From an optimization exercise on the open Yosys and OpenROAD flow, aimed at small area; shortcuts taken in it are not production practice.
In this exercise RTL edits were held to simulation tests only and were not proved equivalent to the original.
Power is estimated from default activity; no workload was simulated.

$ cat config.mk
export PLATFORM = sky130hd
export DESIGN_NAME = keyscan_midi
export DESIGN_NICKNAME = keyscan_midi
export VERILOG_FILES = /design/flow/design.v
export SDC_FILE = /design/flow/constraint.sdc
export NUM_CORES = 4
export LEC_CHECK = 0
export CAP_MARGIN = 20
export CORE_MARGIN = 2
export CORE_UTILIZATION = 40
export SLEW_MARGIN = 20
$ cat constraint.sdc
create_clock -name core_clock -period 10.0 [get_ports {clk}]
set_input_delay 2.0000 -clock core_clock [delete_from_list [all_inputs] [get_ports {clk}]]
set_output_delay 2.0000 -clock core_clock [all_outputs]
set_load 0.01 [all_outputs]
$ cat design.v
module keyscan_midi (
    input  wire       clk,
    input  wire       rst,         
    input  wire       tickReq,     
    input  wire [3:0] sense,       
    output reg  [7:0] colDrive,    
    output reg  [2:0] muxAddr,     
    output reg  [7:0] txByte,      
    output reg        txValid,
    output reg        clampSeen    
);
    localparam [3:0] P_IDLE     = 4'd0,
                     P_SELECT   = 4'd1,
                     P_SET_ADDR = 4'd2,
                     P_SETTLE   = 4'd3,
                     P_READ     = 4'd4,
                     P_DIFF     = 4'd5,
                     P_HANDLE   = 4'd6,
                     P_ADVANCE  = 4'd7,
                     P_EMIT1    = 4'd8,    
                     P_EMIT2    = 4'd9;    
    reg [3:0]   phase;
    reg [2:0]   activeColumn;
    reg [3:0]   addrCur;
    reg [31:0]  rowVec;
    reg [31:0]  changed;
    reg [255:0] snap;          
    reg [127:0] onSent;        
    reg [127:0] offSent;       
    reg [6:0]   msgPitch;
    reg         msgOn;
    reg [4:0] row;
    integer i;
    always @(*) begin
        row = 5'd0;
        for (i = 31; i >= 0; i = i - 1)
            if (changed[i]) row = i[4:0];
    end
    wire       closed   = rowVec[row];
    wire       isBreak  = row[0];
    wire [6:0] key      = {row[4:1], activeColumn};
    wire       channel  = ~key[6];                   
    wire [5:0] idx      = key[5:0];
    wire [6:0] rawPitch = 7'd36 + {1'b0, idx};
    wire       clamp    = rawPitch > 7'd96;
    wire [6:0] pitch    = clamp ? 7'd96 : rawPitch;
    wire       emitOn   = !isBreak &&  closed && !onSent[key];
    wire       emitOff  = !isBreak && !closed && !offSent[key];
    always @(posedge clk) begin
        if (rst) begin
            phase        <= P_IDLE;
            activeColumn <= 3'd0;
            addrCur      <= 4'd0;
            rowVec       <= 32'd0;
            changed      <= 32'd0;
            snap         <= 256'd0;
            onSent       <= 128'd0;
            offSent      <= 128'd0;
            msgPitch     <= 7'd0;
            msgOn        <= 1'b0;
            colDrive     <= 8'h01;
            muxAddr      <= 3'd0;
            txByte       <= 8'h00;
            txValid      <= 1'b0;
            clampSeen    <= 1'b0;
        end else begin
            txValid <= 1'b0;
            case (phase)
                P_IDLE: begin
                    if (tickReq)
                        phase <= P_SELECT;
                end
                P_SELECT: begin
                    colDrive <= 8'h01 << activeColumn;
                    addrCur  <= 4'd0;
                    rowVec   <= 32'd0;
                    phase    <= P_SET_ADDR;
                end
                P_SET_ADDR: begin
                    muxAddr <= addrCur[2:0];
                    phase   <= P_SETTLE;
                end
                P_SETTLE: begin
                    phase <= P_READ;
                end
                P_READ: begin
                    rowVec[{muxAddr, 1'b0}]        <= sense[0];
                    rowVec[{muxAddr, 1'b1}]        <= sense[1];
                    rowVec[{1'b1, muxAddr, 1'b0}]  <= sense[2];
                    rowVec[{1'b1, muxAddr, 1'b1}]  <= sense[3];
                    addrCur <= addrCur + 4'd1;
                    if (addrCur + 4'd1 == 4'd8)
                        phase <= P_DIFF;
                    else
                        phase <= P_SET_ADDR;
                end
                P_DIFF: begin
                    changed                    <= rowVec ^ snap[activeColumn*32 +: 32];
                    snap[activeColumn*32 +: 32] <= rowVec;
                    phase                      <= P_HANDLE;
                end
                P_HANDLE: begin
                    if (changed == 32'd0) begin
                        phase <= P_ADVANCE;
                    end else begin
                        changed[row] <= 1'b0;
                        if (clamp)
                            clampSeen <= 1'b1;
                        if (isBreak) begin
                            if (closed) begin
                                onSent[key]  <= 1'b0;
                                offSent[key] <= 1'b0;
                            end
                        end else if (emitOn) begin
                            onSent[key] <= 1'b1;
                        end else if (emitOff) begin
                            offSent[key] <= 1'b1;
                        end
                        if (emitOn || emitOff) begin
                            txValid  <= 1'b1;
                            txByte   <= {3'b100, emitOn, 3'b000, channel};
                            msgPitch <= pitch;
                            msgOn    <= emitOn;
                            phase    <= P_EMIT1;
                        end
                    end
                end
                P_EMIT1: begin
                    txValid <= 1'b1;
                    txByte  <= {1'b0, msgPitch};
                    phase   <= P_EMIT2;
                end
                P_EMIT2: begin
                    txValid <= 1'b1;
                    txByte  <= msgOn ? 8'h7F : 8'h00;
                    phase   <= P_HANDLE;
                end
                P_ADVANCE: begin
                    activeColumn <= activeColumn + 3'd1;
                    phase        <= P_IDLE;
                end
                default: phase <= P_IDLE;
            endcase
        end
    end
endmodule
$ cat run.sh
#!/bin/bash
# synth_recipe.tcl (not shown) runs the flow's synth.tcl, then flattens the netlist and writes it again
# the make line also repeats each setting of config.mk as NAME=value (left out here)
make -C /OpenROAD-flow-scripts/flow DESIGN_CONFIG=/design/flow/config.mk WORK_HOME=/design/flow/orfs CLKGATE_MAP_FILE= SYNTH_SCRIPT=/design/flow/synth_recipe.tcl finish
==> out/metrics.json <==
{
  "place": {
    "routabilityCongestion": 0.9461,
    "io_buffers": 27,
    "hpwl_mm": 65.09
  },
  "critical_path": {
    "type_of_the_worst_setup_path": "reg2reg",
    "setup.worst_path.start_class": "register",
    "r2r_cells": 12,
    "critPathRequiredTime_ns": 10.49,
    "maximum_fanout_encountered_on_the_critical_timing_path": 83,
    "r2r_start": "changed[13]",
    "critPathCaptureType": "register",
    "critical_path_arrival_ns": 6.52,
    "r2r_setup_slk_ns": 3.98
  },
  "drt": {
    "detail_route.vias_per_cell": 6.568,
    "route.layer.met1.wl_mm": 43.87,
    "final_antenna_net_count": 0,
    "met2WireLength_mm": 45.89,
    "routed_wl_mm": 101.8,
    "met3_length_mm": 8.739,
    "vias": 26168,
    "detail_route.iter0.violations": 2996,
    "top_metal_used": "met5",
    "drt_first_pass_iters": 6,
    "wl_per_cell_um": 25.54,
    "post-route-drc-count": 0
  },
  "floorplan": {
    "io_pins": 28,
    "rows": 99,
    "fp.coreArea_sq_um": 72830,
    "floorplan.initialDensity": 0.4032,
    "die_width_um": 275.0,
    "dieHeight_um": 275.0,
    "floorplan.die_area_sq_um": 75600
  },
  "timing": {
    "finalSetupTns_ns": 0,
    "finalSetupViolations": 0,
    "worst_pin_slew_ns": 1.179,
    "grt_setup_unrepaired": "no",
    "post-route-min-period_ns": 6.025,
    "slew_viol_final": 0,
    "timing.max_slew.rel_slack": 0.2071,
    "clock.fmax_ghz": 0.1660,
    "hold_viol": 0,
    "final_worst_clock_skew_ns": 0.02719,
    "period_share": 0.6025
  },
  "logic_synthesis": {
    "yosys-top-cells-area": "sky130_fd_sc_hd__dfxtp_1 (42%), sky130_fd_sc_hd__mux4_2 (10%), sky130_fd_sc_hd__a22oi_1 (7.5%)",
    "synthDominantAreaCellType": "sky130_fd_sc_hd__dfxtp_1",
    "asyncSetResetFlopFracSynth": 0,
    "postSynthRegisterBits": 616,
    "syn-num-nets": 3165,
    "synth_enable_flop_cells": 0,
    "synth_largest_type_area_fraction": 0.4199,
    "ys.flop_type": "sky130_fd_sc_hd__dfxtp_1",
    "netlist_instances": 3133,
    "syn_area_per_cell_sq_um": 9.373,
    "synth_warnings": 1,
    "ys_seq_area_frac": 0.4199,
    "synth_cell_types": 80,
    "synth.cell_area_sq_um": 29370
  },
  "cts": {
    "numCtsBuffers": 67,
    "clock_sinks": 616,
    "post-cts-setup-buffer-count": 0,
    "cts_hold_buf": 0,
    "post_cts_resized": 0,
    "h_tree_levels": 3,
    "clkLatencyLatePin_ns": 0.63,
    "cts_tree": "done",
    "ctsLongestPathBuffers": 3,
    "worst_setup_hold_path_clk_slew_ns": 0.06,
    "root_buffer": "sky130_fd_sc_hd__clkbuf_16"
  },
  "global_routing": {
    "gr-total-overflow": 0,
    "initial_antenna_violation_count": 2,
    "grt_pass1_vias": 25364,
    "wire_length_of_the_first_global_routing_pass_mm": 155.2,
    "grt_start_max_net_pins": 249,
    "grt.total_usage": 0.2645
  },
  "status": {
    "outcome": "finished clean"
  },
  "cells_and_area": {
    "final_layout_size_suffix_gt1_frac": 0.1227,
    "layout.nets": 3005,
    "final_cell_mix": "sky130_fd_sc_hd__dfxtp_1 (614), sky130_fd_sc_hd__nor2_1 (414), sky130_fd_sc_hd__a22oi_1 (294)",
    "area.growth.synth_to_final_pct": 10.92,
    "mostFrequentLayoutCell": "sky130_fd_sc_hd__dfxtp_1",
    "fillcell_total": 6886
  },
  "hold_path": {
    "min-delay-path-class": "reg2reg",
    "worstHoldPathCells": 2,
    "hp-start": "colDrive[6]",
    "timing.hold.worst_endpoint": "colDrive[6]"
  },
  "power": {
    "totalPowerFinal_uw": 5083,
    "cell_internal_pwr_uw": 3948,
    "power_density_nw_per_um2": 156.1,
    "power.leakage_uw": 0.01136,
    "netSwitchingFraction": 0.2234,
    "comb_power_share": 0.018,
    "power.sequential.fraction": 0.484,
    "power.switching_uw": 1135,
    "power_frac_clock": 0.499,
    "vdd.ir_drop.worst_mv": 0.1418
  },
  "flow_run": {
    "timing.max_cap.violations": 0
  }
}
-- layout make-up --
type,instances,area [sq um],share of cell area
antenna,1,2.502,0.00007683
inverter,32,121.4,0.003726
sequential,616,12340,0.3788
clock buffer,100,2004,0.06154
tap,959,1200,0.03684
clock inverter,20,224.0,0.006876
timing repair buffer,90,885.9,0.02720
multi-input combinational,2166,15790,0.4849
-- power groups by stage --
| stage | combinational (uW) | clock (uW) | sequential, uW |
|---|---|---|---|
| after floorplan | 63.1 | 0 | 2510 |
| after global placement | 84.1 | 0 | 2510 |
| after detailed placement | 86.2 | 0 | 2510 |
| after CTS | 86.6 | 2560 | 2460 |
| after global routing | 96.1 | 2660 | 2460 |
| final | 89.9 | 2530 | 2460 |
-- synthesized netlist by cell type, types with 49 or more instances --
cell type,n
sky130_fd_sc_hd__nand3_1,64
sky130_fd_sc_hd__dfxtp_1,616
sky130_fd_sc_hd__a22o_1,57
sky130_fd_sc_hd__and2_1,52
sky130_fd_sc_hd__a21oi_1,154
sky130_fd_sc_hd__clkbuf_1,247
sky130_fd_sc_hd__mux4_2,132
sky130_fd_sc_hd__a22oi_1,294
sky130_fd_sc_hd__nor2_1,428
sky130_fd_sc_hd__o21ai_0,51
sky130_fd_sc_hd__a31oi_1,74
sky130_fd_sc_hd__a211oi_1,49
sky130_fd_sc_hd__nand2_1,214
sky130_fd_sc_hd__mux2i_1,86
sky130_fd_sc_hd__o211ai_1,57
-- worst max-delay path by stage --
| stage | cells after the start | slack (ns) | start | to |
|---|---|---|---|---|
| after floorplan | 15 | 5.94 | activeColumn[0] | register |
| after global placement | 12 | 4.34 | changed[12] | register |
| after detailed placement | 12 | 4.22 | changed[13] | register |
| after CTS | 12 | 4.18 | changed[13] | register |
| after global routing | 12 | 3.57 | changed[31] | register |
| final | 12 | 3.98 | changed[13] | register |
-- layer usage --
metal  global-route usage  vias to the layer above
met2               0.4104                     1324
li1                     -                    11446
met3              0.04504                      209
met4               0.1021                        2
met1               0.3676                    13187
met5                    0                        -
-- critical path, stage by stage (launching register included) --
cell                       delay [ns]
sky130_fd_sc_hd__dfxtp_1         0.37
sky130_fd_sc_hd__nor4_2          0.49
sky130_fd_sc_hd__nand4b_1        0.28
sky130_fd_sc_hd__o21bai_2        0.85
sky130_fd_sc_hd__and3b_1         0.30
sky130_fd_sc_hd__o211ai_1        0.11
sky130_fd_sc_hd__o211ai_1        0.12
sky130_fd_sc_hd__a221oi_1        0.57
sky130_fd_sc_hd__a32oi_1         0.42
sky130_fd_sc_hd__a21oi_4         0.59
sky130_fd_sc_hd__buf_4           0.82
sky130_fd_sc_hd__nand3_1         0.47
sky130_fd_sc_hd__o221a_2         0.40
-- cell families (layout without fill, tap and decap cells) --
logic type	count (synthesis)	in the layout	share of synthesized area
buffers and inverters	351	242	0.04810
AND/OR/NAND/NOR	931	931	0.1414
flip-flops	616	616	0.4199
adder cells (fa/ha/maj)	25	25	0.01065
other	0	1	0
XOR/XNOR	48	48	0.01432
AO/OA/AOI/OAI	938	938	0.2328
multiplexers	224	224	0.1329
-- stage by stage --
stage	hold WS, ns	setup WS, ns	cell area (sq um)	util	instances
3_3_place_gp	0.4407	4.344	30150	0.4139	3856
3_5_place_dp	0.4449	4.218	30270	0.4156	3861
6_report	0.4482	3.975	32570	0.4472	3984
5_1_grt	0.4736	3.567	32570	0.4472	3983
2_1_floorplan	0.4317	5.944	29370	-	3133
4_1_cts	0.4523	4.177	32500	0.4462	3981

[static timing again, ports no longer ideal]
Ports are ideal in the flow. The routed layout listed here was re-timed in OpenROAD. Step 1 assumes that a clkbuf_16 drives the clock port and a buf_2 every other input. Step 2 also shifts input and output timing later by t, the mid clock arrival at the registers, as if the neighbouring blocks saw the same clock. Three values: ideal ports, drivers, drivers and shift; two values: the first two.
shift t [ns]: 0.674
setup WS [ns]: 3.975 / 3.975 / 3.975
worst hold slack (ns): 0.448 / 0.448 / 0.448
worst register clock-pin slew, ns: 0.07 / 0.07
After both steps this run still meets setup and hold. The setup slack of this run moves by 0.000 ns with the drivers and by 0.000 ns with both steps.
